From an optimization exercise on the open Yosys and OpenROAD flow, aimed at small area, a short achievable clock period and few clock cycles; shortcuts taken in it are not production practice.
At most, simulation tests tie the RTL to the original design; equivalence was not proved.
Function not checked in runs 1 and 5 to 8: the RTL went through the layout flow alone.
Power is estimated from default activity; no workload was simulated.

==> design.v <==
module spse_enc4 (
    input  wire         clk,
    input  wire         rst_n,
    input  wire [3:0]   mv_valid,
    output wire [3:0]   mv_ready,
    input  wire [127:0] mv_steps,
    input  wire [3:0]   smp_valid,
    output wire [3:0]   smp_ready,
    input  wire [127:0] smp_ticks,
    output wire [3:0]   desc_valid,
    input  wire [3:0]   desc_ready,
    output wire [127:0] desc_data
);
    genvar g;
    generate
        for (g = 0; g < 4; g = g + 1) begin : g_unit
            spse_unit u (
                .clk(clk), .rst_n(rst_n),
                .mv_valid(mv_valid[g]), .mv_ready(mv_ready[g]),
                .mv_steps(mv_steps[g*32 +: 32]),
                .smp_valid(smp_valid[g]), .smp_ready(smp_ready[g]),
                .smp_ticks(smp_ticks[g*32 +: 32]),
                .desc_valid(desc_valid[g]), .desc_ready(desc_ready[g]),
                .desc_data(desc_data[g*32 +: 32])
            );
        end
    endgenerate
endmodule
module spse_unit (
    input  wire        clk,
    input  wire        rst_n,
    input  wire        mv_valid,
    output wire        mv_ready,
    input  wire [31:0] mv_steps,
    input  wire        smp_valid,
    output wire        smp_ready,
    input  wire [31:0] smp_ticks,
    output wire        desc_valid,
    input  wire        desc_ready,
    output wire [31:0] desc_data
);
    reg  [30:0] out;
    reg         ov;
    reg  [31:0] W;
    reg         wb, wf;
    reg  [31:0] s;
    reg         snz;           
    reg         tr, mk;
    reg         sr, mr;        
    wire        wlast = W < 32'd98311;                   
    assign desc_valid = ov;
    assign desc_data  = {1'b0, out};
    assign smp_ready  = sr;
    assign mv_ready   = mr;
    wire load = !ov || desc_ready;
    wire        t_big, t_sat;
    wire [14:0] t_L;
    spse_first u_first (.t(smp_ticks), .big(t_big), .sat(t_sat), .L(t_L));
    wire [30:0] t_first = {t_L, 1'b1, 15'd10};
    wire        wsat    = W > 32'd32776;
    wire        wbig    = W > 32'd32777;
    wire [14:0] w_L     = wsat ? 15'h7fff : W[14:0] - 15'd10;
    wire [30:0] w_first = {w_L, 1'b1, 15'd10};
    wire        last  = wlast;
    wire [14:0] hw    = W[15:1];
    wire [14:0] d0    = hw - 15'd16388;                      
    wire [14:0] d1    = hw - (W[0] ? 15'd16388 : 15'd16389); 
    wire [30:0] cont  = last ? {d1, 1'b0, d0} : {15'h7fff, 1'b0, 15'h7fff};
    wire take  = smp_valid && sr;
    wire mv_go = mv_valid && mr;
    reg  [31:0] s_dec;
    wire        ef = load && wb && !wf && !wlast;
    wire        ec = ef && &W[15:1];             
    wire        ed = ef && !(&W[15:1]);          
    reg  [31:0] W_sub;
    integer     k;
    always @(*) begin
        for (k = 0; k < 32; k = k + 1)
            s_dec[k] = s[k] ^ (take && !(|(s & ((32'd1 << k) - 32'd1))));
        W_sub[0] = W[0];
        for (k = 1; k < 16; k = k + 1)
            W_sub[k] = W[k] ^ (ef && &(W[15:0] | ~((32'd1 << k) - 32'd2)));
        for (k = 16; k < 32; k = k + 1)
            W_sub[k] = W[k] ^ (ed && !(|(W & ((32'd1 << k) - 32'd65536))));
    end
    wire e_w     = load && wb;
    wire e_mk    = load && !wb && mk;
    wire e_first = load && take;
    wire e_tr    = load && !wb && !mk && tr && !snz;
    reg        wb_n, wf_n, snz_n, tr_n, mk_n;
    always @(*) begin
        wb_n = wb;
        wf_n = wf;
        if (take) begin
            wb_n = load ? t_big : 1'b1;
            wf_n = !load;
        end else if (e_w) begin
            if (wf) begin
                wf_n = 1'b0;
                wb_n = wbig;
            end else if (last) begin
                wb_n = 1'b0;
            end else begin
                wb_n = W != 32'd98311;                    
            end
        end
        snz_n = snz;
        tr_n  = tr;
        mk_n  = mk;
        if (mv_go) begin
            snz_n = mv_steps != 32'd0;
            tr_n  = 1'b1;
            mk_n  = tr && !e_tr;
        end else begin
            if (take)
                snz_n = s != 32'd1;
            if (e_mk)
                mk_n = 1'b0;
            if (e_tr)
                tr_n = 1'b0;
        end
    end
    always @(posedge clk) begin
        if (!rst_n) begin
            ov <= 1'b0;
            wb <= 1'b0;
            wf <= 1'b0;
            tr <= 1'b0;
            mk <= 1'b0;
            sr <= 1'b0;
            mr <= 1'b1;
        end else begin
            if (e_w)
                out <= wf ? w_first : cont;
            else if (e_first)
                out <= t_first;
            else if (e_mk || e_tr)
                out <= 31'd0;
            if (load)
                ov <= e_w || e_mk || e_first || e_tr;
            wb  <= wb_n;
            wf  <= wf_n;
            snz <= snz_n;
            tr  <= tr_n;
            mk  <= mk_n;
            sr  <= !wb_n && !mk_n && tr_n && snz_n;
            mr  <= !tr_n || (!snz_n && !mk_n);
        end
    end
    always @(posedge clk) begin
        W <= take ? smp_ticks : W_sub;
        s <= mv_go ? mv_steps : s_dec;
    end
endmodule
module spse_first (
    input  wire [31:0] t,
    output wire        big,       
    output wire        sat,       
    output wire [14:0] L
);
    assign big = t > 32'd32777;
    assign sat = t > 32'd32776;
    assign L   = sat ? 15'h7fff : t[14:0] - 15'd10;
endmodule
==> flow/run.sh <==
#!/bin/bash
# The standard layout, with these changes to how it is made:
#  - synthesis leaves out the flow's Kogge-Stone carry map for adders
#    (SYNTH_OPERATIONS_ARGS replaces the default "-extra-map
#    lcu_kogge_stone.v"; -booth only affects multipliers, of which the
#    design has none), so adders keep Yosys's own smaller carry logic;
#    registers and their names are unchanged; nor does it map adders to
#    the library's half/full adder cells (ADDER_MAP_FILE empty), leaving
#    them to ABC with the rest of the logic
#  - ports are buffered with buf_1 instead of the flow's default pick
#  - timing repair aims at a setup slack margin (ns) so that the layout is
#    optimised for a shorter period than the 11 ns constraint; the margin
#    for the repair right after synthesis and the one for the later
#    repairs (after CTS and global routing) are read from flow/margins.txt
#    (the constraints themselves are unchanged)
set -euo pipefail
read -r FP_MARGIN LATE_MARGIN < flow/margins.txt
BUF="BUFFER_PORTS_ARGS=-buffer_cell sky130_fd_sc_hd__buf_1"
OPS="SYNTH_OPERATIONS_ARGS=-booth"
ADD="ADDER_MAP_FILE="
bash standard.sh floorplan "$OPS" "$ADD" "SETUP_SLACK_MARGIN=${FP_MARGIN}" "$BUF" > standard_make_1.log 2>&1
bash standard.sh finish "$OPS" "$ADD" "SETUP_SLACK_MARGIN=${LATE_MARGIN}" "$BUF" > standard_make_2.log 2>&1
==> flow/margins.txt <==
0 7.5
==> standard.sh <==
#!/bin/bash
# synth_recipe.tcl (not shown) runs the flow's synth.tcl, then flattens the netlist and writes it again
# the make line also repeats each setting of config.mk as NAME=value (left out here)
make -C /OpenROAD-flow-scripts/flow DESIGN_CONFIG=/design/flow/config.mk WORK_HOME=/design/flow/orfs CLKGATE_MAP_FILE= SYNTH_SCRIPT=/design/flow/synth_recipe.tcl "${@:-finish}"
==> config.mk <==
export PLATFORM = sky130hd
export DESIGN_NAME = spse_enc4
export DESIGN_NICKNAME = spse_enc4
export VERILOG_FILES = /design/flow/design.v
export SDC_FILE = /design/flow/constraint.sdc
export NUM_CORES = 4
export LEC_CHECK = 0
export CAP_MARGIN = 20
export CORE_MARGIN = 2
export CORE_UTILIZATION = 60
export CTS_BUF_LIST = sky130_fd_sc_hd__clkbuf_16
export CTS_CLUSTER_DIAMETER = 80
export CTS_CLUSTER_SIZE = 24
export SLEW_MARGIN = 20
export SYNTH_HIERARCHICAL = 1
==> constraint.sdc <==
create_clock -name core_clock -period 11.0 [get_ports {clk}]
set_input_delay 2.2000 -clock core_clock [delete_from_list [all_inputs] [get_ports {clk}]]
set_output_delay 2.2000 -clock core_clock [all_outputs]
set_load 0.01 [all_outputs]
==> impl_results.md, run 1 <==
* Crit-path cells: buf_1 -> o311ai_0 -> and3b_2 -> buf_4 -> nand3_2 -> a211o_1
* TNS Setup at 0 ns
* Core Box Area at between 0.04 and 0.05 sq mm
* Min Tclk post-route at ~3.5 ns
* Vias in the first global route at approximately 21000
* Unrepaired setup endpoints after global routing: yes
* Worst-margin pin slew at around 0.86 ns
* Latest clock arrival within the worst-skew pair at roughly 0.61 ns
* Worst R2R Setup Slack at just under 8 ns
* Req. time, crit path at between 10 and 15 ns
* Top Family by Delay on Critical Path: compound AO/OA/AOI/OAI gates
* Net Count, Synth at roughly 3100
* Die W at approximately 210 um
* Hold-fix buffers, CTS at 0
* Global-route wire length before repair at 113 mm
* Max IR drop VDD at ~0.19 mV
* Vias at roughly 24000
* Cell area after synthesis at 0.0246 sq mm
* Post-Syn Instances at ~2900
* Die Y-Extent at roughly 210 um
* CP max stage delay at 0.53 ns
* Crit path buf inv count at 2
* Yosys warns at 7
* P&R area growth vs syn at 13.4%
* CTS Buf Count at 28
* Setup crit end kind: flop
* Clock sink count at roughly 410
* GRT Total Usage at between 30% and 40%
* Ratio of cells with drive above 1 in the final layout at ~11%
* Largest net degree at the start of global routing at just over 70
* Synthesized area per cell at around 8.5 sq um
* Number of primary I/O pins at between 400 and 500
* Fin. Hold Viols at 0
* # rows at 74
* H-tree lvl count at 1
* GP Congestion at around 0.96
* Max stage delay cell, worst path: o311ai_0
* Worst Setup Start Kind: input port
* Post-Place Cells at approximately 3600
* Fmax at between 200 and 300 MHz
* DR vias/cell at between 6 and 7
* Leakage power at ~9.5 nW
* Crit path max fanout at 7
* Status: complete, no violations
* CTS tree: built
* Pre-antenna DRT Iters at 6
* Worst hold path class: flop to flop
* WS Path Type: input port to flop
* Final wirelength at ~74 mm
* Fin cells at 3766
* Clock Skew at just over 0.03 ns
* Initial DRC Count at roughly 2300
* Fin. max-slew vios at 0
* Avg WL per Cell at about 20 um
* Port Buffers at 405
* Setup violators final at 0
* HPWL after detailed placement at 53.5 mm
* Initial antenna violation count at 25
* P per Cell Area at approximately 180 mW/mm^2
* DIE AREA at ~0.043 sq mm
* Layout Nets at around 3500
* Max-cap check violation count at 0
* WP data arrival at about 3.9 ns
* Final critical-path share of the clock period at around a third
* DRC viols at 0
* Grt ovf at 0
* Root buf cell: clkbuf_16
* Post-route ant nets at 0
* CTS Buffer Depth at 3
* Reg clk slew, reported paths at around 0.090 ns
* Relative slew slack at ~42%
* Starting Density at between 60% and 70%
## layout by cell type, fill, tap and decap left out, types with 19 or more instances in the layout
cell type,count
a211o_1,20
a21oi_1,192
a22oi_1,19
a31oi_1,83
and2_1,24
and3_1,20
buf_1,384
buf_4,58
clkbuf_16,30
dfxtp_1,279
diode_2,21
edfxtp_1,132
inv_1,24
nand2_1,311
nand3_1,72
nand3b_1,24
nand4_1,32
nor2_1,316
nor3_1,53
nor3_2,19
nor4_1,79
nor4_4,28
o2111ai_1,20
o211ai_1,24
o21a_1,20
o21ai_0,223
o31ai_1,24
or3_1,20
or4_4,25
xnor2_1,184
xor2_1,128
## sequential cells by signal (all words and copies together), names as in the netlist
name / flops
g_unit.u.tr: 4
g_unit.u.mk: 4
g_unit.u.out: 124
g_unit.u.snz: 4
g_unit.u.wb: 4
g_unit.u.wf: 4
g_unit.u.mr: 4
g_unit.u.s: 128
g_unit.u.sr: 4
g_unit.u.W: 128
g_unit.u.ov: 4
## through the flow
step | setup slack, ns | cell area (sq um) | util (%) | hold WS (ns) | power (W)
2_1_floorplan | 6.40 | 24600 | - | 0.442 | 0.00352
3_3_place_gp | 6.03 | 26000 | 63.9 | 0.458 | 0.00387
3_5_place_dp | 5.93 | 26000 | 63.9 | 0.465 | 0.00392
4_1_cts | 7.49 | 27300 | 67.2 | 0.478 | 0.00509
5_1_grt | 7.43 | 27900 | 68.5 | 0.516 | 0.00542
6_report | 7.49 | 27900 | 68.6 | 0.475 | 0.00515
## final timing paths
check	end	cells past startpoint	from
setup reg to reg	g_unit[0].u.out[27]	6	g_unit[0].u.W[19]
hold / removal	g_unit[3].u.W[31]	2	g_unit[3].u.W[31]
hold reg to reg	g_unit[3].u.W[31]	2	g_unit[3].u.W[31]
setup / recovery	g_unit[3].u.out[26]	6	smp_ticks[97]
## report_power, final
part	leakage [nW]	internal [W]	switching, W
Combinational	5.40	0.000629	0.000807
Sequential	3.59	0.00193	0.000619
Clock	0.491	0.000541	0.000627
## worst min-delay path, stage by stage (launching register included)
cell and delay, ns:
dfxtp_1 0.32, o41ai_1 0.05, o21ai_0 0.06
## final cells by class
cell class	instances	area, sq um
Tap cell	532	666
Fill cell	3405	12800
Clock inverter	22	273
Timing Repair Buffer	464	2050
Inverter	24	90.1
Clock buffer	29	726
Sequential cell	412	9570
Multi-Input combinational cell	2262	14500
Antenna cell	21	52.6
## what timing repair did
| action | in CTS | in global routing |
|---|---|---|
| gates resized for setup | 40 | 91 |
| setup buffers | 21 | 20 |
| cloned | 5 | 2 |
| setup endpoints to repair | 262 | 204 |
| pin swaps | 8 | 23 |
## layer usage
layer  vias up  global-route usage [%]  share of wire [%]
li1      11147                       -                  -
met1     11013                    45.1                 42
met2      1191                    51.4                 45
met3       209                    6.17                9.3
met4        12                    13.4                4.2
met5         -                       0               0.13
==> run 2: changes to the inputs <==
--- a/design.v
+++ b/design.v
@@ -47,7 +47,7 @@
     reg         snz;           
     reg         tr, mk;
     reg         sr, mr;        
-    wire        wlast = W < 32'd98311;                   
+    reg         wlast;         
     assign desc_valid = ov;
     assign desc_data  = {1'b0, out};
     assign smp_ready  = sr;
@@ -138,6 +138,11 @@
                 out <= 31'd0;
             if (load)
                 ov <= e_w || e_mk || e_first || e_tr;
+            if (take) begin
+                wlast <= smp_ticks < 32'd98311;
+            end else if (ef) begin
+                wlast <= W < 32'd163845;                 
+            end
             wb  <= wb_n;
             wf  <= wf_n;
             snz <= snz_n;
--- a/config.mk
+++ b/config.mk
@@ -7,9 +7,9 @@
 export LEC_CHECK = 0
 export CAP_MARGIN = 20
 export CORE_MARGIN = 2
-export CORE_UTILIZATION = 60
-export CTS_BUF_LIST = sky130_fd_sc_hd__clkbuf_16
-export CTS_CLUSTER_DIAMETER = 80
-export CTS_CLUSTER_SIZE = 24
+export CORE_UTILIZATION = 55
+export CTS_BUF_LIST = sky130_fd_sc_hd__clkbuf_8 sky130_fd_sc_hd__clkbuf_16
+export CTS_CLUSTER_DIAMETER = 70
+export CTS_CLUSTER_SIZE = 16
 export SLEW_MARGIN = 20
 export SYNTH_HIERARCHICAL = 1
==> impl_results.md, run 2 <==
* Sequential power share at about half
* Combinational group share of total power at approximately a quarter
* R2R depth at 5
* Synthesized area per cell at ~8.5 sq um
* Number of primary I/O pins at 410
* Fillers at around 3900
* Req. time, crit path at approximately 11 ns
* Worst-margin pin slew at around 1.2 ns
* WP data arrival at approximately 4 ns
* Grt ovf at 0
* Switch share at between 30% and 40%
* DRC viols at 0
* Clock Skew at 0.0203 ns
* Post-route ant nets at 0
* GP Congestion at 0.947
* Final wirelength at 78.1 mm
* TNS Setup at 0 ns
* Clock sink count at about 420
* Hold path start: g_unit[0].u.W[31]
* Global-route wire length before repair at around 120 mm
* Largest registers: g_unit.u.W x128, g_unit.u.s x128, g_unit.u.out x124
* Final core utilization at about 64%
* Commonest non-fill, non-tap cell in the layout: buf_1
* Hold-fix buffers, CTS at 0
* Net Count, Synth at between 3000 and 4000
* Setup crit end kind: flop
* Vias at 24299
* Multi-input gate area at ~0.015 sq mm
* Setup violators final at 0
* DR vias/cell at about 6.4
* HPWL after detailed placement at around 55 mm
* P per Cell Area at around 180 mW/mm^2
* Final instance area at 0.0284 sq mm
* Fmax at between 200 and 300 MHz
* Latest clock arrival within the worst-skew pair at around 0.56 ns
* Min Tclk post-route at between 3 and 4 ns
* DIE AREA at ~0.047 sq mm
* CTS tree: built
* Status: complete, no violations
* Relative slew slack at between 15 and 20%
* GRT Total Usage at approximately a third
* Initial DRC Count at between 2000 and 3000
* Most frequent cells in the layout: buf_1 (372), nand2_1 (350), o21ai_0 (320)
* # rows at a little under 80
* Vias in the first global route at 22355
* Pre-antenna DRT Iters at 6
* Post-DP Area at about 0.026 sq mm
* Starting Density at 55.8%
* DP Worst Slack at 6.13 ns
* Worst R2R Setup Slack at 7.83 ns
* Worst Setup Start Kind: input port
* Root buf cell: clkbuf_16
* Port Buffers at between 400 and 500
* Pwr Total at slightly above 0.005 W
* Cell area after synthesis at roughly 0.025 sq mm
* Crit path max fanout at 7
* Leakage power at 9.17 nW
* P&R area growth vs syn at 14.8%
* WS Path Type: input port to flop
* H-tree lvl count at 2
* Max IR drop VDD at around 0.2 mV
* Max-cap check violation count at 0
* Worst R2R Start: g_unit[2].u.W[8]
* P_int at about 0.0032 W
* Layout Nets at between 3000 and 4000
* Die Y-Extent at around 220 um
* Post-Syn Instances at around 2900
* Ratio of cells with drive above 1 in the final layout at 9.57%
* Yosys warns at 7
* Clock share of power at between 20% and 30%
* Reg2Reg Capture Point: g_unit[2].u.out[19]
* Hold path endpoint: g_unit[0].u.W[31]
* CTS Buffer Depth at 3
* Initial antenna violation count at 5
* Largest net degree at the start of global routing at 64
* Core Box Area at around 0.044 sq mm
* Setup ws final at 7.48 ns
* Worst hold path class: flop to flop
* Reg clk slew, reported paths at roughly 0.08 ns
* Net Sw Power at 0.00193 W
* Final critical-path share of the clock period at between 30% and 40%
* Fin. max-slew vios at 0
* Avg WL per Cell at 20.4 um
* Hold Path Depth at 2
* Sequential cell area at ~0.0097 sq mm
* Die W at 216 um
* CTS Buf Count at 35
* Fin. Hold Viols at 0
* Unrepaired setup endpoints after global routing: yes
## run 2: through the flow
stage	instances	hold slack, ns
final	3819	0.490
after global routing	3812	0.524
after CTS	3801	0.496
after detailed placement	3704	0.484
after global placement	3704	0.475
after floorplan	2904	0.462
## run 2: cell type report
type	count	share of cell area, %
repair buffers	461	7.39
flip-flops and latches	416	34.1
well taps	592	2.61
clock inverters	21	0.511
clock buffers	40	3.45
multi-input cells	2247	51.3
diodes	10	0.0882
inverters	32	0.503
## run 2: timing repair
| action | CTS | global route |
|---|---|---|
| endpoints found under the setup margin | 299 | 204 |
| resized for setup | 40 | 152 |
| hold endpoints to repair | 0 | 0 |
| setup buffers | 30 | 6 |
| cloned | 6 | 2 |
| pin swaps | 13 | 25 |
## run 2: how the worst max path moves through the flow
stage	cells after the start	slack [ns]	end	startpoint
2_1_floorplan	6	7.23	g_unit[0].u.W[31]	desc_ready[0]
3_3_place_gp	6	6.24	g_unit[3].u.s[28]	smp_valid[3]
3_5_place_dp	6	6.13	g_unit[3].u.s[28]	smp_valid[3]
4_1_cts	10	7.44	g_unit[3].u.out[27]	smp_ticks[101]
5_1_grt	9	7.45	g_unit[0].u.sr	smp_ticks[11]
6_report	8	7.48	g_unit[3].u.sr	smp_ticks[99]
## run 2: power groups by stage
stage / combinational (W) / clock (W) / sequential [W]
2_1_floorplan: 0.00118 / 0 / 0.00216
3_3_place_gp: 0.00126 / 0 / 0.00246
3_5_place_dp: 0.00128 / 0 / 0.00248
4_1_cts: 0.00130 / 0.00129 / 0.00245
5_1_grt: 0.00150 / 0.00134 / 0.00253
6_report: 0.00135 / 0.00127 / 0.00247
## run 2: worst max-delay path: stages
cell	delay (ns)
buf_1	0.34
o21ai_2	0.21
and3_2	0.26
o21ai_0	0.33
nor3_1	0.13
a31oi_1	0.20
o31ai_2	0.11
and4_1	0.20
## run 2: metal layers
layer / global-route usage [%] / routed length (um)
met3: 5.24 / 5820
met1: 43.1 / 33100
met5: 0 / 0
met4: 12.8 / 3030
met2: 50.9 / 36100
Testbench counts of run 2, summed over its fixed seeds: cycles 2,549.
==> run 3: changes to the inputs <==
--- a/config.mk
+++ b/config.mk
@@ -7,7 +7,7 @@
 export LEC_CHECK = 0
 export CAP_MARGIN = 20
 export CORE_MARGIN = 2
-export CORE_UTILIZATION = 55
+export CORE_UTILIZATION = 60
 export CTS_BUF_LIST = sky130_fd_sc_hd__clkbuf_8 sky130_fd_sc_hd__clkbuf_16
 export CTS_CLUSTER_DIAMETER = 70
 export CTS_CLUSTER_SIZE = 16
==> impl_results.md, run 3 <==
* Layout Nets at ~3500
* Avg WL per Cell at just over 20 um
* CTS Buffer Depth at 3
* Fillers at roughly 3500
* P per Cell Area at around 180 mW/mm^2
* P_int at 0.00299 W
* Yosys warns at 7
* Die Y-Extent at approximately 210 um
* Global-route wire length before repair at about 120 mm
* Reg clk slew, reported paths at approximately 0.080 ns
* Vias at about 24000
* Hold-fix buffers, CTS at 0
* Die W at between 200 and 250 um
* Grt ovf at 0
* Port Buffers at about 410
* Setup violators final at 0
* Fin. max-slew vios at 0
* P&R area growth vs syn at 12.1%
* Most frequent cells in the layout: buf_1 (385), nand2_1 (352), o21ai_0 (320)
* Worst-margin pin slew at roughly 1.1 ns
* Post-route ant nets at 0
* Max-cap check violation count at 0
* HPWL after detailed placement at approximately 55 mm
* Relative slew slack at between 20% and 30%
* DIE AREA at ~0.043 sq mm
* Final core utilization at approximately 68%
* Largest registers: g_unit.u.W x128, g_unit.u.s x128, g_unit.u.out x124
* Post-Syn Instances at 2904
* Net Sw Power at between 0.0015 and 0.002 W
* CTS Buf Count at 30
* Switch share at ~39%
* Sequential power share at 50.7%
* DRC viols at 0
* Min Tclk post-route at 3.50 ns
* Hold path start: g_unit[2].u.W[31]
* DR vias/cell at about 6.5
* WS Path Type: input port to flop
* Worst setup path start: smp_ticks[76]
* Worst Setup Start Kind: input port
* Clock share of power at between 20% and 30%
* Fin. Hold Viols at 0
* Setup crit end kind: flop
* # rows at 74
* H-tree lvl count at 1
* Worst hold path class: flop to flop
* Final wirelength at just under 80 mm
* Fmax at about 290 MHz
* TNS Setup at 0 ns
* Max IR drop VDD at between 0.1 and 0.15 mV
* Number of primary I/O pins at 410
* Initial antenna violation count at 6
* CTS tree: built
* Req. time, crit path at 11.35 ns
* Clock Skew at 0.0142 ns
* Pre-antenna DRT Iters at 6
* Status: complete, no violations
* GP Congestion at ~0.98
* Vias in the first global route at between 20000 and 25000
* Synthesized area per cell at about 8.5 sq um
* GRT Total Usage at approximately a third
* Combinational group share of total power at a little over a quarter
* Starting Density at between 60% and 70%
* Commonest non-fill, non-tap cell in the layout: buf_1
* Clock sink count at about 420
* Cell area after synthesis at approximately 0.025 sq mm
* Net Count, Synth at between 3000 and 4000
* Root buf cell: clkbuf_16
* Leakage power at between 8 and 9 nW
* Ratio of cells with drive above 1 in the final layout at between 7 and 8%
* Core Box Area at slightly above 0.04 sq mm
* Final critical-path share of the clock period at a little under a third
* Initial DRC Count at approximately 2500
* Worst R2R Start: g_unit[2].u.W[8]
* WP data arrival at approximately 3.9 ns
* Latest clock arrival within the worst-skew pair at around 0.60 ns
* Unrepaired setup endpoints after global routing: yes
* Largest net degree at the start of global routing at 64
* Crit path max fanout at 5
## run 3: through the flow
| stage | cell area (sq um) | setup WS [ns] | total power [W] | hold WS (ns) | cells |
|---|---|---|---|---|---|
| after floorplan | 24700 | 7.23 | 0.00334 | 0.462 | 2904 |
| final | 27700 | 7.50 | 0.00487 | 0.496 | 3748 |
| after CTS | 27300 | 7.45 | 0.00482 | 0.493 | 3728 |
| after global routing | 27700 | 7.35 | 0.00514 | 0.526 | 3747 |
| after detailed placement | 26100 | 6.17 | 0.00375 | 0.484 | 3645 |
| after global placement | 26100 | 6.32 | 0.00370 | 0.474 | 3645 |
## run 3: cell type report
| cell class | instances | area [sq um] | share of cell area, % |
|---|---|---|---|
| antenna | 6 | 15.0 | 0.0542 |
| clock buffer | 32 | 790 | 2.85 |
| clock inverter | 22 | 91.3 | 0.330 |
| inverter | 32 | 133 | 0.479 |
| multi-input combinational | 2247 | 14300 | 51.7 |
| sequential | 416 | 9690 | 35.0 |
| tap | 532 | 666 | 2.40 |
| timing repair buffer | 461 | 2010 | 7.24 |
## run 3: critical path, stage by stage
cell and delay (ns):
buf_1 0.17, nor4_2 0.39, a31oi_1 0.18, and3b_2 0.34, buf_4 0.15, nand3_1 0.08
a221o_1 0.34
## run 3: routing by layer
| layer | global-route usage, % | vias up | part of all wire, % |
|---|---|---|---|
| met1 | 45.1 | 11689 | 41 |
| met5 | 0 | - | 0.017 |
| met2 | 55.2 | 1089 | 47 |
| li1 | - | 11470 | - |
| met3 | 5.92 | 202 | 8.2 |
| met4 | 14.1 | 2 | 4.1 |
## run 3: power by group through the flow
| stage | Sequential, W | Clock [W] | Combinational [W] |
|---|---|---|---|
| after floorplan | 0.00216 | 0 | 0.00118 |
| after global placement | 0.00245 | 0 | 0.00125 |
| after detailed placement | 0.00247 | 0 | 0.00128 |
| after CTS | 0.00244 | 0.00108 | 0.00130 |
| after global routing | 0.00252 | 0.00114 | 0.00148 |
| final | 0.00247 | 0.00107 | 0.00133 |
## run 3: timing repair
action | CTS | global route
pin swaps | 9 | 14
gates cloned | 4 | 3
endpoints found under the setup margin | 266 | 160
gates resized for setup | 29 | 78
buffers inserted | 25 | 11
## run 3: worst paths after layout
check                             end  slack, ns  cells after the start
setup reg to reg  g_unit[2].u.out[25]       7.90                      5
setup / recovery  g_unit[2].u.out[24]       7.50                      7
hold / removal      g_unit[2].u.W[31]       0.50                      2
hold reg to reg     g_unit[2].u.W[31]       0.50                      2
==> run 4: changes to the inputs <==
--- a/config.mk
+++ b/config.mk
@@ -11,5 +11,6 @@
 export CTS_BUF_LIST = sky130_fd_sc_hd__clkbuf_8 sky130_fd_sc_hd__clkbuf_16
 export CTS_CLUSTER_DIAMETER = 70
 export CTS_CLUSTER_SIZE = 16
+export PLACE_DENSITY = 0.7
 export SLEW_MARGIN = 20
 export SYNTH_HIERARCHICAL = 1
==> impl_results.md, run 4 <==
* Status: complete, no violations
* Max-cap check violation count at 0
* Crit-path cells: buf_1 -> nor4_2 -> a31oi_1 -> and3b_2 -> buf_4 -> nand3_1 -> a221o_1
* CP max stage delay at between 0.3 and 0.4 ns
* Setup crit end kind: flop
* Clock Skew at ~0.014 ns
* Largest registers: g_unit.u.W x128, g_unit.u.s x128, g_unit.u.out x124
* Reg clk slew, reported paths at about 0.08 ns
* Pwr Total at just under 0.005 W
* Post-Place Cells at roughly 3600
* Commonest non-fill, non-tap cell in the layout: buf_1
* Root buf cell: clkbuf_16
* Avg WL per Cell at slightly above 20 um
* DRC viols at 0
* Latest clock arrival within the worst-skew pair at ~0.6 ns
* CTS Buf Count at 30
* Critical Path End: g_unit[2].u.out[24]
* Max stage delay cell, worst path: nor4_2
* Final wirelength at a little under 80 mm
* CTS Buffer Depth at 3
* Min Tclk post-route at about 3.5 ns
* Fin. Hold Viols at 0
* Initial DRC Count at between 2000 and 3000
* Final critical-path share of the clock period at between 30% and 40%
* Worst setup path start: smp_ticks[76]
* Crit path max fanout at 5
* Leakage power at roughly 9.0 nW
* H-tree lvl count at 1
* Worst-margin pin slew at between 1 and 1.5 ns
* Worst hold path class: flop to flop
* WP depth at 7
* CTS tree: built
* Layout Nets at 3458
* Net Count, Synth at between 3000 and 4000
* Worst R2R Setup Slack at roughly 8 ns
* Req. time, crit path at ~11 ns
* Pre-antenna DRT Iters at 6
* DR vias/cell at roughly 6.5
* DIE AREA at between 0.04 and 0.05 sq mm
* Vias at between 20000 and 25000
* Post-route ant nets at 0
* TNS Setup at 0 ns
* Setup violators final at 0
* Final hold slack at slightly below 0.5 ns
* Synthesized area per cell at approximately 8.5 sq um
* Relative slew slack at between 20 and 25%
* Reg2Reg Capture Point: g_unit[2].u.out[25]
* P&R area growth vs syn at 12.1%
* Unrepaired setup endpoints after global routing: yes
* Fin. max-slew vios at 0
* Hold path start: g_unit[2].u.W[31]
* Worst Setup Start Kind: input port
* Top Family by Delay on Critical Path: simple AND/OR/NAND/NOR gates
* Largest net degree at the start of global routing at 64
* HPWL after detailed placement at about 55 mm
* Ratio of cells with drive above 1 in the final layout at 7.98%
* Global-route wire length before repair at 118 mm
* R2R depth at 5
* Die Y-Extent at between 200 and 250 um
* Cell area after synthesis at 0.0247 sq mm
* Vias in the first global route at 22074
* # rows at 74
* Yosys warns at 7
* Hold-fix buffers, CTS at 0
* Most frequent cells in the layout: buf_1 (385), nand2_1 (352), o21ai_0 (320)
* GRT Total Usage at 34.1%
* GP Congestion at between 0.9 and 1
* Port Buffers at just over 400
* Post-Syn Instances at between 2000 and 3000
* Die W at ~210 um
* Number of primary I/O pins at 410
* WP data arrival at roughly 3.9 ns
* Clock sink count at between 400 and 500
* Crit path buf inv count at 2
* Starting Density at 60.7%
* Worst R2R Start: g_unit[2].u.W[8]
* P per Cell Area at ~180 mW/mm^2
* Core Box Area at ~0.041 sq mm
* WS Path Type: input port to flop
* Initial antenna violation count at 6
* Max IR drop VDD at about 0.11 mV
* Hold Path Depth at 2
* Fmax at 286 MHz
* Fin cells at ~3700
* Grt ovf at 0
-- run 4: worst min path at each step --
stage	end
floorplan	g_unit[0].u.W[31]
global placement	g_unit[1].u.W[31]
detailed placement	g_unit[1].u.W[31]
CTS	g_unit[1].u.W[31]
global route	g_unit[0].u.W[31]
finish	g_unit[2].u.W[31]
-- run 4: worst min-delay path: stages, from the launching register on --
cell and delay [ns]:
dfxtp_1 0.32, o41ai_1 0.06, a31oi_1 0.07
-- run 4: metrics by stage --
step | setup WS, ns | cell area, sq um | util (%)
3_3_place_gp | 6.32 | 26100 | 64.0
3_5_place_dp | 6.17 | 26100 | 64.0
4_1_cts | 7.45 | 27300 | 67.0
5_1_grt | 7.35 | 27700 | 68.0
2_1_floorplan | 7.23 | 24700 | -
6_report | 7.50 | 27700 | 68.0
-- run 4: timing repair --
action / 4_1_cts / 5_1_grt
pin swaps: 9 / 14
cloned: 4 / 3
setup endpoints to repair: 266 / 160
setup buffers: 25 / 11
gates resized for setup: 29 / 78
endpoints found under the hold margin: 0 / 0
-- run 4: power breakdown --
group	internal (W)	total, W	leakage (nW)	switching (W)
Clock	0.000513	0.00107	0.503	0.000556
Combinational	0.000572	0.00133	4.87	0.000760
Sequential	0.00191	0.00247	3.62	0.000563
Total	0.00299	0.00487	8.99	0.00188
-- run 4: cell type report --
cell class | count | area [sq um]
clock inverters | 22 | 91.3
clock buffers | 32 | 790
fillers | 3456 | 13000
multi-input cells | 2247 | 14300
flip-flops and latches | 416 | 9690
well taps | 532 | 666
repair buffers | 461 | 2010
diodes | 6 | 15.0
inverters | 32 | 133
-- run 4: metal layers --
metal / routed length, um / up-vias / share of wire, % / track usage [%]
li1: - / 11470 / - / -
met1: 31400 / 11689 / 41 / 45.1
met2: 36300 / 1089 / 47 / 55.2
met3: 6310 / 202 / 8.2 / 5.92
met4: 3130 / 2 / 4.1 / 14.1
met5: 13 / - / 0.017 / 0
==> run 5: changes to the inputs <==
--- a/design.v
+++ b/design.v
@@ -47,24 +47,25 @@
     reg         snz;           
     reg         tr, mk;
     reg         sr, mr;        
+    reg         wsat, wbig;    
     reg         wlast;         
+    reg         bw;            
     assign desc_valid = ov;
     assign desc_data  = {1'b0, out};
     assign smp_ready  = sr;
     assign mv_ready   = mr;
     wire load = !ov || desc_ready;
-    wire        t_big, t_sat;
-    wire [14:0] t_L;
-    spse_first u_first (.t(smp_ticks), .big(t_big), .sat(t_sat), .L(t_L));
+    wire        t_big, t_sat, t_bw;
+    wire [14:0] t_L, t_sub;
+    spse_first u_first (.t(smp_ticks), .big(t_big), .sat(t_sat), .bw(t_bw),
+                        .sub(t_sub), .L(t_L));
     wire [30:0] t_first = {t_L, 1'b1, 15'd10};
-    wire        wsat    = W > 32'd32776;
-    wire        wbig    = W > 32'd32777;
-    wire [14:0] w_L     = wsat ? 15'h7fff : W[14:0] - 15'd10;
+    wire [14:0] w_L     = wsat ? 15'h7fff : W[14:0];
     wire [30:0] w_first = {w_L, 1'b1, 15'd10};
     wire        last  = wlast;
-    wire [14:0] hw    = W[15:1];
-    wire [14:0] d0    = hw - 15'd16388;                      
-    wire [14:0] d1    = hw - (W[0] ? 15'd16388 : 15'd16389); 
+    wire [14:0] hw    = {W[15] ^ bw, W[14:1]};               
+    wire [14:0] d0    = hw - 15'd16383;                      
+    wire [14:0] d1    = hw - (W[0] ? 15'd16383 : 15'd16384); 
     wire [30:0] cont  = last ? {d1, 1'b0, d0} : {15'h7fff, 1'b0, 15'h7fff};
     wire take  = smp_valid && sr;
     wire mv_go = mv_valid && mr;
@@ -101,7 +102,7 @@
             end else if (last) begin
                 wb_n = 1'b0;
             end else begin
-                wb_n = W != 32'd98311;                    
+                wb_n = W != (bw ? 32'd131069 : 32'd98301);   
             end
         end
         snz_n = snz;
@@ -139,9 +140,12 @@
             if (load)
                 ov <= e_w || e_mk || e_first || e_tr;
             if (take) begin
+                bw    <= t_bw;
+                wsat  <= t_sat;
+                wbig  <= t_big;
                 wlast <= smp_ticks < 32'd98311;
             end else if (ef) begin
-                wlast <= W < 32'd163845;                 
+                wlast <= W < (bw ? 32'd196603 : 32'd163835);   
             end
             wb  <= wb_n;
             wf  <= wf_n;
@@ -153,7 +157,7 @@
         end
     end
     always @(posedge clk) begin
-        W <= take ? smp_ticks : W_sub;
+        W <= take ? {smp_ticks[31:15], t_sub} : W_sub;
         s <= mv_go ? mv_steps : s_dec;
     end
 endmodule
@@ -161,9 +165,13 @@
     input  wire [31:0] t,
     output wire        big,       
     output wire        sat,       
+    output wire        bw,        
+    output wire [14:0] sub,       
     output wire [14:0] L
 );
     assign big = t > 32'd32777;
     assign sat = t > 32'd32776;
-    assign L   = sat ? 15'h7fff : t[14:0] - 15'd10;
+    assign bw  = t[14:0] < 15'd10;
+    assign sub = t[14:0] - 15'd10;
+    assign L   = sat ? 15'h7fff : sub;
 endmodule
--- a/config.mk
+++ b/config.mk
@@ -8,9 +8,8 @@
 export CAP_MARGIN = 20
 export CORE_MARGIN = 2
 export CORE_UTILIZATION = 60
-export CTS_BUF_LIST = sky130_fd_sc_hd__clkbuf_8 sky130_fd_sc_hd__clkbuf_16
-export CTS_CLUSTER_DIAMETER = 70
-export CTS_CLUSTER_SIZE = 16
-export PLACE_DENSITY = 0.7
+export CTS_BUF_LIST = sky130_fd_sc_hd__clkbuf_16
+export CTS_CLUSTER_DIAMETER = 80
+export CTS_CLUSTER_SIZE = 24
 export SLEW_MARGIN = 20
 export SYNTH_HIERARCHICAL = 1
==> impl_results.md, run 5 <==
* Status: complete, no violations
* P per Cell Area at between 100 and 150 mW/mm^2
* Initial DRC Count at around 2300
* WP data arrival at approximately 4.3 ns
* Multi-input gate area at 0.0137 sq mm
* Reg2Reg Capture Point: g_unit[0].u.s[25]
* DR vias/cell at between 6 and 7
* Worst R2R Start: g_unit[0].u.s[5]
* Final wirelength at 69.5 mm
* Largest net degree at the start of global routing at 63
* Post-DP Area at ~0.026 sq mm
* Clock share of power at approximately 25%
* GRT Total Usage at a little under a third
* Setup violators final at 0
* TNS Setup at 0 ns
* Hold Path Depth at 2
* Post-Syn Instances at 2896
* Yosys warns at 7
* Fmax at 262 MHz
* Grt ovf at 0
* Final hold slack at between 0.4 and 0.5 ns
* Global-route wire length before repair at around 110 mm
* Port Buffers at slightly above 400
* CTS Buffer Depth at 3
* Crit path max fanout at 2
* Latest clock arrival within the worst-skew pair at roughly 0.59 ns
* Sequential cell area at between 0.01 and 0.015 sq mm
* Yosys top cell area share at a little under a quarter
* Final critical-path share of the clock period at a little over a third
* Pre-antenna DRT Iters at 6
* Hold-fix buffers, CTS at 0
* Ratio of cells with drive above 1 in the final layout at under 10%
* Min Tclk post-route at around 3.8 ns
* Clock Skew at 0.0310 ns
* Post-Place Cells at 3625
* Seq/Total Area, Yosys at between 40% and 50%
* Die Y-Extent at 206 um
* Commonest non-fill, non-tap cell in the layout: buf_1
* Worst-margin pin slew at 0.952 ns
* DRC viols at 0
* R2R depth at 5
* Synth cell types at 57
* Post-route ant nets at 0
* Fin cells at between 3000 and 4000
* P&R area growth vs syn at 12.8%
* Fillers at 3380
* HPWL after detailed placement at 49.0 mm
* Fin. max-slew vios at 0
* Die W at 206 um
* Hold path endpoint: g_unit[0].u.W[23]
* Worst hold path class: flop to flop
* Fin. Hold Viols at 0
* DIE AREA at 0.0423 sq mm
* P_int at about 0.0027 W
* FF+latch count, synth at about 430
* Net Sw Power at 0.00135 W
* Top cells by area, synth: dfxtp_1 (23%), edfxtp_1 (18%), xnor2_1 (8.2%)
* Relative slew slack at between 30% and 40%
* Synth cell count leaders: nand2_1 (400), o21ai_0 (296), dfxtp_1 (280)
* Final instance area at 0.0275 sq mm
* Vias at around 23000
* Switch share at about a third
* Setup crit end kind: flop
* Cell area after synthesis at 0.0244 sq mm
* CTS Buf Count at 24
* Most frequent cells in the layout: buf_1 (394), nand2_1 (388), o21ai_0 (283)
* Synthesized area per cell at 8.42 sq um
* Combinational group share of total power at roughly a fifth
* Main synth FF type: dfxtp_1
* Post-synth EDFFs at ~150
* Starting Density at between 60% and 70%
* CTS tree: built
* DP Worst Slack at 6.39 ns
* Hold path start: g_unit[0].u.W[23]
* Reg clk slew, reported paths at 0.10 ns
* Core Box Area at around 0.040 sq mm
* Clock sink count at between 400 and 500
* H-tree lvl count at 1
* Worst Setup Start Kind: input port
* Initial antenna violation count at 13
* Net Count, Synth at 3166
* Leakage power at about 8.9 nW
* Vias in the first global route at 20727
* Layout Nets at approximately 3400
* Cell taking the most area after synthesis: dfxtp_1
* Max IR drop VDD at ~0.12 mV
* Req. time, crit path at ~12 ns
* Share of flip-flops with an asynchronous set or reset at 0%
* Setup ws final at between 7 and 8 ns
* Worst setup path start: smp_ticks[1]
* Avg WL per Cell at approximately 19 um
* GP Congestion at about 0.90
* Worst R2R Setup Slack at slightly above 8 ns
* Max-cap check violation count at 0
* Root buf cell: clkbuf_16
* WS Path Type: input port to flop
* Largest registers: g_unit.u.W x128, g_unit.u.s x128, g_unit.u.out x124
* Most frequent cell after synthesis: nand2_1
* Sequential power share at 54.3%
* Number of primary I/O pins at between 400 and 500
* Unrepaired setup endpoints after global routing: yes
* # rows at 73
==> run 5: logic make-up (layout without fill, tap and decap cells) <==
group | after synthesis | after routing | share of synthesized area, %
DFF | 428 | 428 | 41.2
and+or+nand+nor | 1248 | 1248 | 27.0
other | 4 | 16 | 0.0616
xor gates and xnor gates | 292 | 292 | 10.5
AOI/OAI and AO/OA | 680 | 680 | 17.2
buffers and inverters | 244 | 531 | 4.05
==> run 5: worst max path at each step <==
stage               slack [ns]                  end  depth (start not counted)
CTS                       7.15       g_unit[2].u.sr                         10
global placement          6.43  g_unit[1].u.out[27]                          8
finish                    7.18       g_unit[0].u.sr                         10
global route              7.11       g_unit[2].u.sr                         10
floorplan                 6.46   g_unit[0].u.out[0]                          5
detailed placement        6.39  g_unit[1].u.out[26]                          8
==> run 5: area by class of cell <==
type / instances / share of cell area (%)
Multi-Input combinational cell: 2224 / 50.0
Sequential cell: 428 / 36.6
Timing Repair Buffer: 464 / 7.76
Tap cell: 525 / 2.39
Clock buffer: 24 / 2.18
Clock inverter: 19 / 0.683
Inverter: 24 / 0.328
Antenna cell: 12 / 0.109
==> run 5: per-module statistics from Yosys (local to each module, per instance), a selection <==
module	copies in the design	cell area (sq um)	cells	flip-flops and latches
spse_first	4	400	65	0
spse_unit	4	5690	659	107
==> run 5: per-stage QoR <==
stage	power [W]	utilization, %
floorplan	0.00280	-
global placement	0.00302	64.7
detailed placement	0.00306	64.7
CTS	0.00408	67.9
global route	0.00431	68.9
finish	0.00409	68.9
==> run 5: what timing repair did <==
action	in CTS	in global routing
endpoints found under the hold margin	0	0
setup endpoints to repair	212	151
resized for setup	89	57
gates cloned	1	0
pin swaps	20	34
buffers inserted	21	18
==> run 5: layer usage <==
layer / wire length (um) / global-route usage (%) / share of wire [%] / up-vias
met5: 26 / 0 / 0.037 / -
met4: 2030 / 8.40 / 2.9 / 4
met3: 6170 / 5.57 / 8.9 / 154
met2: 32200 / 51.0 / 46 / 977
met1: 29100 / 43.5 / 42 / 10933
li1: - / - / - / 11088
==> run 5: power by group through the flow <==
stage | Combinational [W] | Sequential (W) | Clock [W]
after floorplan | 0.000726 | 0.00208 | 0
after global placement | 0.000795 | 0.00223 | 0
after detailed placement | 0.000814 | 0.00225 | 0
after CTS | 0.000837 | 0.00221 | 0.00103
after global routing | 0.000951 | 0.00227 | 0.00109
final | 0.000854 | 0.00222 | 0.00102
==> run 5: worst max-delay path: stages <==
cell	delay [ns]
buf_8	0.10
o21a_1	0.20
or4_4	0.45
or4_4	0.45
a21o_1	0.21
nand3_2	0.09
o21ai_2	0.06
o22ai_2	0.14
o311ai_2	0.14
nor4bb_1	0.27
==> run 6: changes to the inputs <==
--- a/design.v
+++ b/design.v
@@ -57,8 +57,9 @@
     wire load = !ov || desc_ready;
     wire        t_big, t_sat, t_bw;
     wire [14:0] t_L, t_sub;
-    spse_first u_first (.t(smp_ticks), .big(t_big), .sat(t_sat), .bw(t_bw),
+    spse_first u_first (.t(smp_ticks), .sat(t_sat), .bw(t_bw),
                         .sub(t_sub), .L(t_L));
+    spse_big   u_big   (.t(smp_ticks), .big(t_big));
     wire [30:0] t_first = {t_L, 1'b1, 15'd10};
     wire [14:0] w_L     = wsat ? 15'h7fff : W[14:0];
     wire [30:0] w_first = {w_L, 1'b1, 15'd10};
@@ -163,15 +164,19 @@
 endmodule
 module spse_first (
     input  wire [31:0] t,
-    output wire        big,       
     output wire        sat,       
     output wire        bw,        
     output wire [14:0] sub,       
     output wire [14:0] L
 );
-    assign big = t > 32'd32777;
     assign sat = t > 32'd32776;
     assign bw  = t[14:0] < 15'd10;
     assign sub = t[14:0] - 15'd10;
     assign L   = sat ? 15'h7fff : sub;
 endmodule
+module spse_big (
+    input  wire [31:0] t,
+    output wire        big
+);
+    assign big = t > 32'd32777;
+endmodule
==> impl_results.md, run 6 <==
* CTS tree: built
* Status: complete, no violations
* Post-Syn Instances at 2944
* Clock sink count at around 430
* Port Buffers at just over 400
* FF+latch count, synth at approximately 430
* Layout Nets at approximately 3500
* Post-route ant nets at 0
* Mux contribution to synthesized area at 0%
* P per Cell Area at about 150 mW/mm^2
* P&R area growth vs syn at 12.2%
* Final instance area at about 0.028 sq mm
* Crit path buf inv count at 2
* Top Family by Delay on Critical Path: simple AND/OR/NAND/NOR gates
* Setup violators final at 0
* Cell taking the most area after synthesis: dfxtp_1
* Setup crit end kind: flop
* WP data arrival at slightly below 4 ns
* CP max stage delay at 0.53 ns
* Adder-cell share of the synthesized area at 0%
* DRC viols at 0
* Share of flip-flops with an asynchronous set or reset at 0%
* Worst R2R Start: g_unit[2].u.s[5]
* Most frequent cell after synthesis: nand2_1
* Global-route wire length before repair at ~110 mm
* Die Y-Extent at slightly above 200 um
* TNS Setup at 0 ns
* Crit-path cells: buf_8 -> or4_4 -> or3_4 -> o21ai_4 -> buf_12 -> nand4_1 -> nand2_1 -> o2111ai_1
* Main synth FF type: dfxtp_1
* Leakage power at 8.81 nW
* Grt ovf at 0
* GRT Total Usage at a little under a third
* Vias in the first global route at 21430
* Net Count, Synth at ~3200
* Hold-fix buffers, CTS at 0
* WS Path Type: input port to flop
* # rows at between 70 and 80
* Max stage delay cell, worst path: or4_4
* Fmax at about 270 MHz
* Initial DRC Count at around 1800
* Seq/Total Area, Yosys at 40.6%
* DR vias/cell at 6.19
* Min Tclk post-route at approximately 3.6 ns
* Starting Density at 60.7%
* Unrepaired setup endpoints after global routing: yes
* H-tree lvl count at 1
* GP Congestion at 0.921
* Worst-margin pin slew at 0.808 ns
* Final critical-path share of the clock period at ~33%
* Most Used Layer, Global Route: met2
* Max IR drop VDD at between 0.15 and 0.2 mV
* M1 GR Usage at a little over two fifths
* Met3 GRT Util at under 10%
* Die W at between 200 and 250 um
* Yosys warns at 7
* Worst Setup Start Kind: input port
* Avg WL per Cell at approximately 19 um
* Synthesized area per cell at between 8 and 9 sq um
* Commonest non-fill, non-tap cell in the layout: buf_1
* Crit path max fanout at 9
* Complex-gate fraction of the synthesized area at approximately 17%
* Pre-antenna DRT Iters at 5
* Synth cell types at 60
* Largest net degree at the start of global routing at 63
* Post-DP Area at ~0.026 sq mm
* Vias at 23206
* HPWL after detailed placement at between 40 and 50 mm
* Met2 usage at roughly half
* Reg clk slew, reported paths at ~0.10 ns
* Relative slew slack at 45.8%
* Fin. Hold Viols at 0
* Largest registers: g_unit.u.W x128, g_unit.u.s x128, g_unit.u.out x124
* Root buf cell: clkbuf_16
* Most frequent cells in the layout: buf_1 (392), nand2_1 (383), o21ai_0 (290)
* Clock Skew at 0.0284 ns
* Max-cap check violation count at 0
* CTS Buf Count at 26
* Worst hold path class: flop to flop
* Final wirelength at about 71 mm
* Largest family of logic cells by synthesized area: simple AND/OR/NAND/NOR gates
* DIE AREA at between 0.04 and 0.05 sq mm
* Synth Area in XOR/XNOR at about a tenth
* Yosys top cell area share at between 20 and 25%
* Fin. max-slew vios at 0
* Number of primary I/O pins at between 400 and 500
* N_diodes at 0
* Ratio of cells with drive above 1 in the final layout at around 8.2%
* Core Box Area at between 0.04 and 0.05 sq mm
* Top cells by area, synth: dfxtp_1 (23%), edfxtp_1 (18%), xnor2_1 (8.2%)
* Synth cell count leaders: nand2_1 (388), o21ai_0 (300), dfxtp_1 (280)
* Latest clock arrival within the worst-skew pair at 0.58 ns
* Post-synth EDFFs at around 150
* Req. time, crit path at roughly 11 ns
* Final core utilization at around two thirds
* Synth Area in Simple Gates at a little over a quarter
* Initial antenna violation count at 5
* Worst setup path start: smp_ticks[43]
* Hold path start: g_unit[0].u.W[23]
* CTS Buffer Depth at 3
* Cell area after synthesis at around 0.025 sq mm
run 6: cell types whose count changed after synthesis, sizes merged, moves of 8 or more:
cell    delta
clkbuf    +12
nand2     -12
nand3      -8
nand4     +12
nor2       +8
nor4      +24
o21ai      +8
run 6: cell type report:
cell class / count / area, sq um
Timing Repair Buffer: 457 / 2130
Clock inverter: 21 / 178
Fill cell: 3477 / 13000
Inverter: 24 / 93.8
Clock buffer: 27 / 676
Sequential cell: 428 / 10000
Multi-Input combinational cell: 2262 / 14000
Tap cell: 532 / 666
run 6: modules after synthesis (local to each module, per instance), a selection:
module | flip-flops and latches | area [sq um]
spse_first | 0 | 427
spse_unit | 107 | 5690
spse_big | 0 | 67.6
run 6: metal layers:
layer / part of all wire, % / wire, um
met1: 43 / 30000
met2: 46 / 32300
met3: 8.7 / 6160
met4: 2.8 / 1960
met5: 0.22 / 152
run 6: repair_timing:
item	4_1_cts	5_1_grt
pin swaps	29	33
endpoints found under the setup margin	205	183
resized for setup	75	57
cloned	0	4
setup buffers	24	8
run 6: path summary, 6_finish.rpt:
path                              end  slack [ns]  cells after the start
setup / recovery  g_unit[1].u.out[24]        7.36                      8
hold / removal      g_unit[0].u.W[23]        0.49                      2
setup reg to reg    g_unit[2].u.s[25]        8.21                      5
hold reg to reg     g_unit[0].u.W[23]        0.49                      2
run 6: cells by family (layout without fill, tap and decap cells):
| family | after synthesis | count (layout) |
|---|---|---|
| xor gates and xnor gates | 296 | 296 |
| buffers and inverters | 256 | 529 |
| other | 4 | 4 |
| DFF | 428 | 428 |
| AOI/OAI and AO/OA | 684 | 685 |
| and+or+nand+nor | 1276 | 1277 |
run 6: per-stage QoR:
stage	setup WS, ns	hold WS (ns)	std cells	total power [W]
after floorplan	6.46	0.456	2944	0.00281
after global placement	6.31	0.467	3667	0.00304
after detailed placement	6.25	0.475	3667	0.00308
after CTS	7.39	0.489	3739	0.00415
after global routing	7.30	0.520	3751	0.00438
final	7.36	0.488	3751	0.00416
run 6: power breakdown:
group	internal [W]	switching, W
clock	0.000474	0.000595
sequential	0.00189	0.000332
combinational	0.000405	0.000462
total	0.00277	0.00139
run 6: worst register-to-register path: stages, from the launching register on:
cell       delay, ns
dfxtp_1         0.35
nor4_1          0.68
nand4bb_1       0.72
nor4_1          0.66
xnor2_1         0.17
o21ai_0         0.08
==> run 7: changes to the inputs <==
--- a/design.v
+++ b/design.v
@@ -57,9 +57,9 @@
     wire load = !ov || desc_ready;
     wire        t_big, t_sat, t_bw;
     wire [14:0] t_L, t_sub;
-    spse_first u_first (.t(smp_ticks), .sat(t_sat), .bw(t_bw),
+    spse_range u_range (.t(smp_ticks), .big(t_big), .sat(t_sat));
+    spse_first u_first (.t(smp_ticks[14:0]), .sat(t_sat), .bw(t_bw),
                         .sub(t_sub), .L(t_L));
-    spse_big   u_big   (.t(smp_ticks), .big(t_big));
     wire [30:0] t_first = {t_L, 1'b1, 15'd10};
     wire [14:0] w_L     = wsat ? 15'h7fff : W[14:0];
     wire [30:0] w_first = {w_L, 1'b1, 15'd10};
@@ -162,21 +162,22 @@
         s <= mv_go ? mv_steps : s_dec;
     end
 endmodule
+module spse_range (
+    input  wire [31:0] t,
+    output wire        big,       
+    output wire        sat        
+);
+    assign big = t > 32'd32777;
+    assign sat = t > 32'd32776;
+endmodule
 module spse_first (
-    input  wire [31:0] t,
-    output wire        sat,       
+    input  wire [14:0] t,
+    input  wire        sat,
     output wire        bw,        
     output wire [14:0] sub,       
     output wire [14:0] L
 );
-    assign sat = t > 32'd32776;
-    assign bw  = t[14:0] < 15'd10;
-    assign sub = t[14:0] - 15'd10;
+    assign bw  = t < 15'd10;
+    assign sub = t - 15'd10;
     assign L   = sat ? 15'h7fff : sub;
 endmodule
-module spse_big (
-    input  wire [31:0] t,
-    output wire        big
-);
-    assign big = t > 32'd32777;
-endmodule
==> impl_results.md, run 7 <==
* Status: complete, no violations
* GP Congestion at ~0.95
* Req. time, crit path at 11.29 ns
* TNS Setup at 0 ns
* Post-Syn Instances at 2908
* Worst Setup Start Kind: input port
* Global-route wire length before repair at around 110 mm
* Fillers at approximately 3300
* Die W at slightly above 200 um
* Share of flip-flops with an asynchronous set or reset at 0%
* CP max stage delay at 0.53 ns
* Final wirelength at 72.7 mm
* N_diodes at 0
* CTS Buffer Depth at 3
* Synth cell types at 69
* CTS tree: built
* Commonest non-fill, non-tap cell in the layout: buf_1
* Seq/Total Area, Yosys at around two fifths
* P per Cell Area at 146 mW/mm^2
* Die Y-Extent at 207 um
* H-tree lvl count at 1
* Crit-path cells: clkbuf_2 -> or4_4 -> o31ai_4 -> buf_4 -> nand3_4 -> or3b_1 -> nand2_1 -> o2111ai_1
* Clock Skew at between 0.02 and 0.025 ns
* Fin cells at 3743
* # rows at 74
* Fin. Hold Viols at 0
* Final hold slack at 0.491 ns
* Crit path max fanout at 5
* Avg WL per Cell at between 15 and 20 um
* Worst hold path class: flop to flop
* Synth cell count leaders: nand2_1 (388), dfxtp_1 (280), o21ai_0 (280)
* Max-cap check violation count at 0
* Fin. max-slew vios at 0
* CTS Buf Count at 25
* Max IR drop VDD at ~0.13 mV
* Layout Nets at about 3500
* Post-Place Cells at 3651
* WP data arrival at 4.04 ns
* DP Worst Slack at approximately 6.2 ns
* DIE AREA at 0.0429 sq mm
* FF+latch count, synth at ~430
* WS Path Type: input port to flop
* Main synth FF type: dfxtp_1
* Max stage delay cell, worst path: or4_4
* Top cells by area, synth: dfxtp_1 (23%), edfxtp_1 (18%), xnor2_1 (8.1%)
* Synthesized area per cell at 8.52 sq um
* Net Count, Synth at ~3200
* Pre-antenna DRT Iters at 6
* Starting Density at 60.7%
* HPWL after detailed placement at 50.7 mm
* DR vias/cell at around 6.3
* Post-synth EDFFs at 148
* Most frequent cells in the layout: buf_1 (372), nand2_1 (356), dfxtp_1 (280)
* Cell area after synthesis at 0.0248 sq mm
* Initial DRC Count at between 2000 and 2500
* Unrepaired setup endpoints after global routing: yes
* Core Box Area at between 0.04 and 0.05 sq mm
* Grt ovf at 0
* Post-route ant nets at 0
* Clock sink count at ~430
* Setup violators final at 0
* Initial antenna violation count at 0
* Largest registers: g_unit.u.W x128, g_unit.u.s x128, g_unit.u.out x124
* Number of primary I/O pins at slightly above 400
* Latest clock arrival within the worst-skew pair at a little under 0.6 ns
* Hold-fix buffers, CTS at 0
* Vias at roughly 24000
* Leakage power at between 9 and 10 nW
* Most frequent cell after synthesis: nand2_1
* DRC viols at 0
* Port Buffers at 405
* Vias in the first global route at 21656
* Yosys warns at 7
* Yosys top cell area share at about 23%
* Relative slew slack at 38.9%
* Fmax at around 270 MHz
* Final critical-path share of the clock period at 34.1%
* Root buf cell: clkbuf_16
* Largest net degree at the start of global routing at between 60 and 70
* Setup ws final at 7.25 ns
* Cell taking the most area after synthesis: dfxtp_1
* GRT Total Usage at a little under a third
* Reg clk slew, reported paths at 0.10 ns
* Ratio of cells with drive above 1 in the final layout at between 10% and 20%
* Min Tclk post-route at ~3.8 ns
* Setup crit end kind: flop
* Worst-margin pin slew at 0.913 ns
* P&R area growth vs syn at 15.3%
[run 7: cell count changes after synthesis, sizes merged, moves of 12 or more]
cell    delta
nand4     -20
o21ai     -16
or2       +12
nand3b    -32
nor4      -20
nand2b    +24
clkbuf    -16
[run 7: modules after synthesis (local to each module, per instance), excerpt]
module	cells inside	area [sq um]
spse_first	55	402
spse_range	13	97.6
spse_unit	659	5690
[run 7: cells by family (layout without fill, tap and decap cells)]
| family | Yosys count | count (layout) | share of synthesized area (%) |
|---|---|---|---|
| and+or+nand+nor | 1268 | 1269 | 27.8 |
| buffers and inverters | 240 | 539 | 3.90 |
| other | 4 | 4 | 0.0606 |
| AOI/OAI and AO/OA | 668 | 671 | 17.1 |
| xor gates and xnor gates | 296 | 296 | 10.5 |
| muxes | 4 | 4 | 0.162 |
| DFF | 428 | 428 | 40.6 |
[run 7: area by class of cell]
type | count | area, sq um | share of cell area, %
flip-flops and latches | 428 | 10000 | 35.2
multi-input cells | 2244 | 14600 | 51.1
repair buffers | 466 | 2290 | 8.01
clock inverters | 19 | 169 | 0.592
inverters | 28 | 128 | 0.447
clock buffers | 26 | 651 | 2.28
well taps | 532 | 666 | 2.33
[run 7: final timing paths]
kind                          start             endpoint  slack [ns]  cells past startpoint
hold / removal    g_unit[2].u.W[23]    g_unit[2].u.W[23]        0.49                      2
setup reg to reg   g_unit[0].u.s[4]    g_unit[0].u.s[25]        8.11                      5
setup / recovery     smp_ticks[105]  g_unit[3].u.out[27]        7.25                      8
hold reg to reg   g_unit[2].u.W[23]    g_unit[2].u.W[23]        0.49                      2
[run 7: layer usage]
layer / routed length, um / global-route usage, %
met3: 5530 / 4.91
met5: 0 / 0
met4: 3450 / 14.1
met1: 30000 / 42.4
met2: 33700 / 51.8
[run 7: power breakdown]
part	leakage (nW)	switching, W	total (W)	internal [W]
combinational	5.23	0.000473	0.000882	0.000409
clock	0.427	0.000582	0.00105	0.000471
sequential	3.74	0.000336	0.00223	0.00189
[run 7: worst max-delay path, delay by kind of cell]
kind / cells / cell delay (ns)
simple gates: 4 / 1.13
compound gates: 2 / 0.42
buf+inv: 2 / 0.29
[run 7: through the flow]
stage | area (sq um) | util, % | total power [W]
finish | 28600 | 69.9 | 0.00417
global route | 28600 | 69.9 | 0.00437
CTS | 27800 | 68.1 | 0.00414
detailed placement | 26300 | 64.3 | 0.00308
global placement | 26300 | 64.3 | 0.00305
floorplan | 24800 | - | 0.00281
[run 7: repair_timing]
item / in CTS / in global routing
setup endpoints to repair: 171 / 83
gates cloned: 1 / 3
buffers inserted: 26 / 17
endpoints found under the hold margin: 0 / 0
pin swaps: 51 / 40
gates resized for setup: 142 / 161
==> run 8: changes to the inputs <==
--- a/design.v
+++ b/design.v
@@ -57,9 +57,8 @@
     wire load = !ov || desc_ready;
     wire        t_big, t_sat, t_bw;
     wire [14:0] t_L, t_sub;
-    spse_range u_range (.t(smp_ticks), .big(t_big), .sat(t_sat));
-    spse_first u_first (.t(smp_ticks[14:0]), .sat(t_sat), .bw(t_bw),
-                        .sub(t_sub), .L(t_L));
+    spse_first u_first (.t(smp_ticks), .big(t_big), .sat(t_sat), .L(t_L));
+    spse_sub10 u_sub10 (.t(smp_ticks[14:0]), .bw(t_bw), .sub(t_sub));
     wire [30:0] t_first = {t_L, 1'b1, 15'd10};
     wire [14:0] w_L     = wsat ? 15'h7fff : W[14:0];
     wire [30:0] w_first = {w_L, 1'b1, 15'd10};
@@ -162,22 +161,21 @@
         s <= mv_go ? mv_steps : s_dec;
     end
 endmodule
-module spse_range (
+module spse_first (
     input  wire [31:0] t,
     output wire        big,       
-    output wire        sat        
+    output wire        sat,       
+    output wire [14:0] L
 );
     assign big = t > 32'd32777;
     assign sat = t > 32'd32776;
+    assign L   = sat ? 15'h7fff : t[14:0] - 15'd10;
 endmodule
-module spse_first (
+module spse_sub10 (
     input  wire [14:0] t,
-    input  wire        sat,
-    output wire        bw,        
-    output wire [14:0] sub,       
-    output wire [14:0] L
+    output wire        bw,
+    output wire [14:0] sub
 );
     assign bw  = t < 15'd10;
     assign sub = t - 15'd10;
-    assign L   = sat ? 15'h7fff : sub;
 endmodule
==> impl_results.md, run 8 <==
* Req. time, crit path at 11.32 ns
* Ratio of cells with drive above 1 in the final layout at under 10%
* Cell area after synthesis at 0.0255 sq mm
* Post-Syn Instances at approximately 3000
* Reg2Reg Capture Point: g_unit[2].u.s[29]
* Post-route ant nets at 0
* Pre-antenna DRT Iters at 5
* WP data arrival at roughly 3.8 ns
* DR vias/cell at a little over 6
* Fillers at 3652
* Seq/Total Area, Yosys at slightly below 40%
* DRC viols at 0
* Unrepaired setup endpoints after global routing: yes
* Relative slew slack at a little under two fifths
* Setup violators final at 0
* P&R area growth vs syn at 11.5%
* Clock Skew at 0.0332 ns
* Fin. Hold Viols at 0
* Layout Nets at about 3500
* Grt ovf at 0
* Max IR drop VDD at ~0.18 mV
* Commonest non-fill, non-tap cell in the layout: nand2_1
* DIE AREA at ~0.044 sq mm
* Critical Path End: g_unit[0].u.out[18]
* Most Used Layer, Global Route: met2
* Main synth FF type: dfxtp_1
* Complex-gate fraction of the synthesized area at between 10% and 20%
* Crit path max fanout at 8
* Die W at 210 um
* Synth Area in Simple Gates at ~28%
* GRT Total Usage at around 31%
* R2R depth at 5
* Pwr Total at 0.00424 W
* Met2 usage at between 40% and 50%
* WS Path Type: input port to flop
* Fin. max-slew vios at 0
* TNS Setup at 0 ns
* Min Tclk post-route at roughly 3.5 ns
* Sequential cell area at roughly 0.010 sq mm
* CTS Buf Count at 28
* Share of flip-flops with an asynchronous set or reset at 0%
* P per Cell Area at roughly 150 mW/mm^2
* Most frequent cells in the layout: nand2_1 (415), buf_1 (369), o21ai_0 (287)
* Port Buffers at 405
* Clock sink count at about 430
* Core Box Area at approximately 0.042 sq mm
* Yosys warns at 7
* Synthesized area per cell at 8.43 sq um
* Net Count, Synth at ~3300
* Mux contribution to synthesized area at 0%
* Hold-fix buffers, CTS at 0
* Setup crit end kind: flop
* Cell taking the most area after synthesis: dfxtp_1
* HPWL after detailed placement at a little over 50 mm
* Multi-input gate area at about 0.015 sq mm
* # rows at 75
* Final wirelength at about 71 mm
* Initial DRC Count at between 2000 and 2500
* Vias at between 20000 and 25000
* Largest family of logic cells by synthesized area: simple AND/OR/NAND/NOR gates
* Vias in the first global route at roughly 21000
* FF+latch count, synth at around 430
* Worst setup path start: smp_ticks[12]
* Worst-margin pin slew at between 0.9 and 1 ns
* Largest net degree at the start of global routing at 63
* Most frequent cell after synthesis: nand2_1
* Starting Density at about three fifths
* CTS tree: built
* Synth cell count leaders: nand2_1 (424), o21ai_0 (292), dfxtp_1 (280)
* Reg clk slew, reported paths at around 0.09 ns
* Initial antenna violation count at 18
* Synth cell types at 66
* CTS Buffer Depth at 3
* Fmax at 289 MHz
* Largest registers: g_unit.u.W x128, g_unit.u.s x128, g_unit.u.out x124
* Synth Area in XOR/XNOR at 11.3%
* Post-synth EDFFs at ~150
* Yosys top cell area share at approximately 22%
* Latest clock arrival within the worst-skew pair at 0.60 ns
* Global-route wire length before repair at 112 mm
* Met3 GRT Util at slightly below 6%
* H-tree lvl count at 1
* Avg WL per Cell at approximately 18 um
* Final critical-path share of the clock period at between 30% and 40%
* Number of primary I/O pins at between 400 and 500
* GP Congestion at around 0.91
* Max-cap check violation count at 0
* M1 GR Usage at about 42%
* Top cells by area, synth: dfxtp_1 (22%), edfxtp_1 (17%), xnor2_1 (8.1%)
* Status: complete, no violations
* Root buf cell: clkbuf_16
* Worst R2R Start: g_unit[2].u.s[5]
* Die Y-Extent at around 210 um
* Adder-cell share of the synthesized area at 0%
* Worst R2R Setup Slack at a little over 8 ns
* Leakage power at 9.19 nW
* Worst Setup Start Kind: input port
* Worst hold path class: flop to flop
[run 8: cell count changes in the layout (fill, tap and decap cells not counted), sizes merged, moves of 8 or more]
cell	change
and3	+8
buf	-33
clkbuf	+13
diode	+9
nand2	+36
nand2b	-12
nor3	+20
nor4	+12
o21ai	+8
or2	-8
xnor2	+8
xor2	+24
[run 8: how the worst min path moves through the flow]
stage,depth (start not counted),startpoint,slack (ns),end
after floorplan,2,g_unit[0].u.W[23],0.46,g_unit[0].u.W[23]
after global placement,2,g_unit[2].u.s[3],0.47,g_unit[2].u.s[3]
after detailed placement,2,g_unit[0].u.s[3],0.47,g_unit[0].u.s[3]
after CTS,2,g_unit[0].u.W[23],0.48,g_unit[0].u.W[23]
after global routing,2,g_unit[1].u.W[23],0.51,g_unit[1].u.W[23]
final,2,g_unit[0].u.W[23],0.48,g_unit[0].u.W[23]
[run 8: layer usage]
layer / wire (um) / share of wire [%]
met1: 30600 / 43
met2: 31900 / 45
met3: 5920 / 8.4
met4: 2330 / 3.3
met5: 106 / 0.15
[run 8: repair_timing]
action                                  CTS  global route
pin swaps                                 9            18
cloned                                    0             1
gates resized for setup                  49           101
endpoints found under the setup margin  201           238
buffers inserted                          3            18
[run 8: final cells by class]
class	instances	area share, %
Multi-Input combinational cell	2341	51.7
Inverter	28	0.370
Antenna cell	9	0.0793
Timing Repair Buffer	443	6.65
Tap cell	539	2.38
Sequential cell	428	35.4
Clock buffer	29	2.56
Clock inverter	23	0.899
[run 8: critical path, stage by stage]
cell     delay [ns]
buf_2          0.15
nor4_4         0.29
buf_4          0.14
buf_4          0.10
a31oi_2        0.11
and3b_4        0.41
buf_4          0.14
nand2_1        0.05
nand2_1        0.06
nand3_1        0.12
[run 8: kinds of logic (layout without fill, tap and decap cells)]
| logic type | after synthesis | in the layout |
|---|---|---|
| and+or+nand+nor | 1324 | 1325 |
| xor gates and xnor gates | 328 | 328 |
| other | 4 | 13 |
| AOI/OAI and AO/OA | 684 | 684 |
| DFF | 428 | 428 |
| buffers and inverters | 252 | 523 |
[run 8: power by group]
| group | total (W) | internal, W | switching (W) |
|---|---|---|---|
| Combinational | 0.000868 | 0.000401 | 0.000467 |
| Clock | 0.00115 | 0.000517 | 0.000629 |
| Sequential | 0.00222 | 0.00189 | 0.000330 |
| Total | 0.00424 | 0.00281 | 0.00143 |
[run 8: stage by stage]
stage	hold slack, ns	instances	area, sq um	utilization, %	worst slack [ns]
floorplan	0.456	3020	25500	-	6.46
global placement	0.467	3757	26800	63.9	6.49
detailed placement	0.472	3757	26800	63.9	6.41
CTS	0.485	3812	28000	66.6	7.44
global route	0.507	3838	28400	67.7	7.37
finish	0.485	3840	28400	67.7	7.54
[run 8: Yosys stat by module, one instance, submodules excluded, a selection]
module      cells  times used  cell area (sq um)  flops+latches
spse_unit     659           4               5690            107
spse_first     65           4                434              0
spse_sub10     31           4                239              0

Re-timed with assumed drivers on the ports (clkbuf_16 on the clock, buf_2 on other inputs), run 8 has 7.488 ns of setup slack against 7.539 ns with ideal ports, and 6.919 ns once port delays also move by the mid clock arrival of 0.652 ns.
